What follows belongs to an exercise in optimizing a design on an open flow for small area, a short achievable clock period and few clock cycles; a production flow would make more cautious choices.
Where RTL was checked, it was by simulation tests only, not by an equivalence proof against the original.
Power figures rest on the tool's default switching activity, not on a simulated workload.

## lxe
module lxe (
    input  wire        clk,
    input  wire        rst,         
    input  wire        bus_valid,
    input  wire        bus_write,
    input  wire [5:0]  bus_addr,
    input  wire [31:0] bus_wdata,
    output wire        bus_ready,
    output reg         bus_rvalid,
    output reg  [31:0] bus_rdata
);
Settings: LEC_CHECK=0, CAP_MARGIN=20, CORE_MARGIN=2, CORE_UTILIZATION=40, PLACE_DENSITY=0.6, SLEW_MARGIN=20; clock period 12.0 ns.
standard.sh (not shown) runs the stock make flow with config.mk's settings and CLKGATE_MAP_FILE= SYNTH_SCRIPT=/design/flow/synth_recipe.tcl, a recipe that flattens the netlist after the stock synthesis.
==> flow/flow/run.sh <==
#!/bin/bash
# Standard synthesis and layout, with two changes: the port buffers are
# buf_4 cells, and repair_timing aims at a setup margin of 7.5 ns, so that it
# also works on paths that already meet the 12 ns clock.
set -euo pipefail
bash standard.sh synth > synth.log 2>&1
bash standard.sh SETUP_SLACK_MARGIN=7.5 "BUFFER_PORTS_ARGS=-buffer_cell sky130_fd_sc_hd__buf_4" finish > layout.log 2>&1
==> next run, changes <==
--- a/flow/design.v
+++ b/flow/design.v
@@ -279,26 +279,26 @@
         endcase
     end
     wire [31:0] k3_dec0 = k3 + DEC_START;
     wire [31:0] sk_next = start ? (opc[0] ? k3_dec0 : k0) : (rom_now[31:0] + ksel);
     wire [31:0] mx_t  = ((rb << 4) ^ (rb >> 5)) + rb;
     wire [31:0] mx    = mx_t ^ (sk_r ^ {32{dec}});
     wire [31:0] nb    = ra + mx + {31'h0, dec};
-    wire rq_vread = rq_v && !rq_w && ((rq_a == A_V0) || (rq_a == A_V1));
-    wire rd_in_ra = (rq_a == A_V0) ^ vsw;        
+    wire rq_vread = rq_v && !rq_w && ((rq_a == A_V0) || (rq_a == A_V1)) &&
+                    ((rq_a == A_V0) ^ vsw);
     wire fwd      = busy && (cnt == 5'd0) && rq_vread;
     wire fwd_next = busy && (cnt == 5'd31) && rq_vread && !accept;
     wire wr_ok = exec && rq_w && !raise;
     always @(posedge clk) begin
         if (accept) begin
             rq_w <= bus_write;
             rq_a <= bus_addr;
             rq_d <= bus_wdata;
         end
-        bus_rdata <= (fwd && !rd_in_ra) ? nb : read_data;
+        bus_rdata <= read_data;
         rst_q     <= rst;
         if (busy || start) begin
             sk_r   <= sk_next;
             kidx_r <= rom_after[33:32];
         end
         if (start)
             dec <= start_dec;
The new run finished with timing, DRC and antenna clean.
Worst setup slack improves by 0.12 ns.
Wire length grows by 2.8%.
Final cell count shrinks by 3.1%.
Synthesized cell count shrinks by 4.2%.
Final area shrinks by 1.9%.
Power grows by 2.4%.
Combinational power shrinks by about 2%.
Sequential power is about the same.
Fmax grows by 2.6%.
Testbench counts after the change, summed over its fixed seeds: cycles 50,476.
The RTL of the first run of this note was laid out without a check of its function.

* * *

Setup of run A:
lxe, a different RTL version from the one above (not shown whole).
Size: about 4000 cells after synthesis, about 76 I/O pins.
export LEC_CHECK = 0
export CAP_MARGIN = 20
export CORE_MARGIN = 2
export CORE_UTILIZATION = 40
export PLACE_DENSITY = 0.6
export SLEW_MARGIN = 20
create_clock -name core_clock -period 12.0 [get_ports {clk}]
Scripts as last shown in full above: flow/flow/run.sh
Testbench counts of run A, summed over its fixed seeds: cycles 51,068.
The following lists how run B was set up differently from run A:
--- a/flow/design.v
+++ b/flow/design.v
@@ -146,22 +146,22 @@
         end
     end
     wire cmd_ok = exec && is_cmd && legal && !(is_xtea && (krdy != 4'b1111));
     wire [31:0] v0_q = vsw ? rb : ra;
     wire [31:0] v1_q = vsw ? ra : rb;
     reg [31:0] read_data;
     always @(*) begin
         case (rq_a)
-            A_STATUS: read_data = {20'h0, krdy, ecode, 3'b000, err};
-            A_EINFO:  read_data = einfo;
-            A_K0:     read_data = k0;
-            A_K1:     read_data = k1;
-            A_K2:     read_data = k2;
-            A_K3:     read_data = k3;
+            A_STATUS: read_data = {20'h0, krdy, err ? ecode : 4'h0, 3'b000, err};
+            A_EINFO:  read_data = err ? einfo : 32'h0;
+            A_K0:     read_data = krdy[0] ? k0 : 32'h0;
+            A_K1:     read_data = krdy[1] ? k1 : 32'h0;
+            A_K2:     read_data = krdy[2] ? k2 : 32'h0;
+            A_K3:     read_data = krdy[3] ? k3 : 32'h0;
             A_V0:     read_data = v0_q;
             A_V1:     read_data = v1_q;
             A_OPA:    read_data = opa;
             A_OPB:    read_data = opb;
             A_RES:    read_data = res;
             A_CRC:    read_data = {16'h0, crc};
             default:  read_data = 32'h0;
         endcase
@@ -332,51 +332,55 @@
             end
             if (wr_ok && rq_a == A_V0) begin
                 if (vsw) rb <= rq_d; else ra <= rq_d;
             end
             if (wr_ok && rq_a == A_V1) begin
                 if (vsw) ra <= rq_d; else rb <= rq_d;
             end
         end
+        if (wr_ok) begin
+            case (rq_a)
+                A_K0: k0 <= rq_d;
+                A_K1: k1 <= rq_d;
+                A_K2: k2 <= rq_d;
+                A_K3: k3 <= rq_d;
+                default: ;
+            endcase
+        end
+        if (exec && raise && !err) begin
+            ecode <= raise_code;
+            einfo <= raise_info;
+        end
         if (rst_q) begin
-            k0 <= 32'h0; k1 <= 32'h0; k2 <= 32'h0; k3 <= 32'h0;
             opa <= 32'h0; opb <= 32'h0;
             res <= 32'h0;
             crc <= 16'h0;
             krdy <= 4'h0;
-            err <= 1'b0; ecode <= 4'h0; einfo <= 32'h0;
+            err <= 1'b0;
         end else begin
-            if (exec && raise && !err) begin
-                err   <= 1'b1;
-                ecode <= raise_code;
-                einfo <= raise_info;
-            end
+            if (exec && raise && !err)
+                err <= 1'b1;
             if (wr_ok) begin
                 case (rq_a)
-                    A_K0: begin k0 <= rq_d; krdy[0] <= 1'b1; end
-                    A_K1: begin k1 <= rq_d; krdy[1] <= 1'b1; end
-                    A_K2: begin k2 <= rq_d; krdy[2] <= 1'b1; end
-                    A_K3: begin k3 <= rq_d; krdy[3] <= 1'b1; end
+                    A_K0: krdy[0] <= 1'b1;
+                    A_K1: krdy[1] <= 1'b1;
+                    A_K2: krdy[2] <= 1'b1;
+                    A_K3: krdy[3] <= 1'b1;
                     A_OPA: opa <= rq_d;
                     A_OPB: opb <= rq_d;
                     default: ;
                 endcase
             end
             if (cmd_ok) begin
                 case (opc)
                     OP_CRC_INIT: crc <= 16'h0000;
                     OP_CRC_UPD:  crc <= crc16_step(crc, arg);
-                    OP_KEY_CLR: begin
-                        k0 <= 32'h0; k1 <= 32'h0; k2 <= 32'h0; k3 <= 32'h0;
-                        krdy <= 4'h0;
-                    end
-                    OP_CLRERR: begin
-                        err <= 1'b0; ecode <= 4'h0; einfo <= 32'h0;
-                    end
+                    OP_KEY_CLR:  krdy <= 4'h0;
+                    OP_CLRERR:   err  <= 1'b0;
                     default: ;
                 endcase
                 if (is_util)
                     res <= util_res;
             end
         end
     end
 endmodule
--- outcome ---
- On leakage dissipation, the higher figure sits with run A, not run B.
- Run B did not stop at any stage, and its layout met the timing, design-rule and antenna checks.
- Run B has synthesized-area fraction occupied by ao, oa, aoi and oai cells below what run A had.
- The power dissipated in combinational cells number comes out higher for run A vs run B.
- Run A → run B: final worst hold slack saw an increase; post-detailed-route wirelength per cell decreased about 1.5%; minimum clock period increased by 6.6 ps relative to the old numbers; count of clock-buffer cells in the layout down 13.
- Looking only at number of violations reported at the end of detailed-routing iteration 0, and setting everything else aside, the lower value of run A and run B goes to run B.
- When the final numbers for run A and run B were put side by side, the cell area after layout turned out to be smaller in run B.
- When run B is measured against run A, its net switching share of the total power turns out 0.97 points lower.
- Proportion of synthesized area in mux cells: run A and run B compared, higher one is run A
- Changes observed in run B relative to run A: setup slack has decreased; final design utilization has increased; largest stage delay on the critical path has increased.
Testbench counts of run B, summed over its fixed seeds: cycles 51,068.

==> port drivers added, routing unchanged <==
No port has a modelled driver above. Below, the same layouts with a new extraction and two added sets of constraints. Step 1 (the two cells are an assumption about what drives the block):
set clk [get_ports {clk}]
set_driving_cell -lib_cell sky130_fd_sc_hd__clkbuf_16 $clk
set_driving_cell -lib_cell sky130_fd_sc_hd__buf_2 [delete_from_list [all_inputs] $clk]
Step 2 adds t to the input delays and takes it off the output delays; t is the mean of the earliest and latest rising clock arrival at the registers after step 1. Input paths then give back, and output paths get back, about the clock's delay inside the block. Three values: ideal, step 1, step 2; two values: the first two.
| run | t, ns | setup slack, ns | slew at the worst register clock pin (ns) |
|---|---|---|---|
| the first run of note 1 | 0.684 | 7.271 / 7.271 / 7.271 | 0.07 / 0.07 |
| the second run of note 1 | 0.689 | 7.391 / 7.391 / 7.391 | 0.07 / 0.07 |
| run A | 0.698 | 7.411 / 7.411 / 7.411 | 0.07 / 0.07 |
| run B | 0.685 | 7.405 / 7.405 / 7.405 | 0.07 / 0.07 |
After both steps every run listed still meets setup and hold.
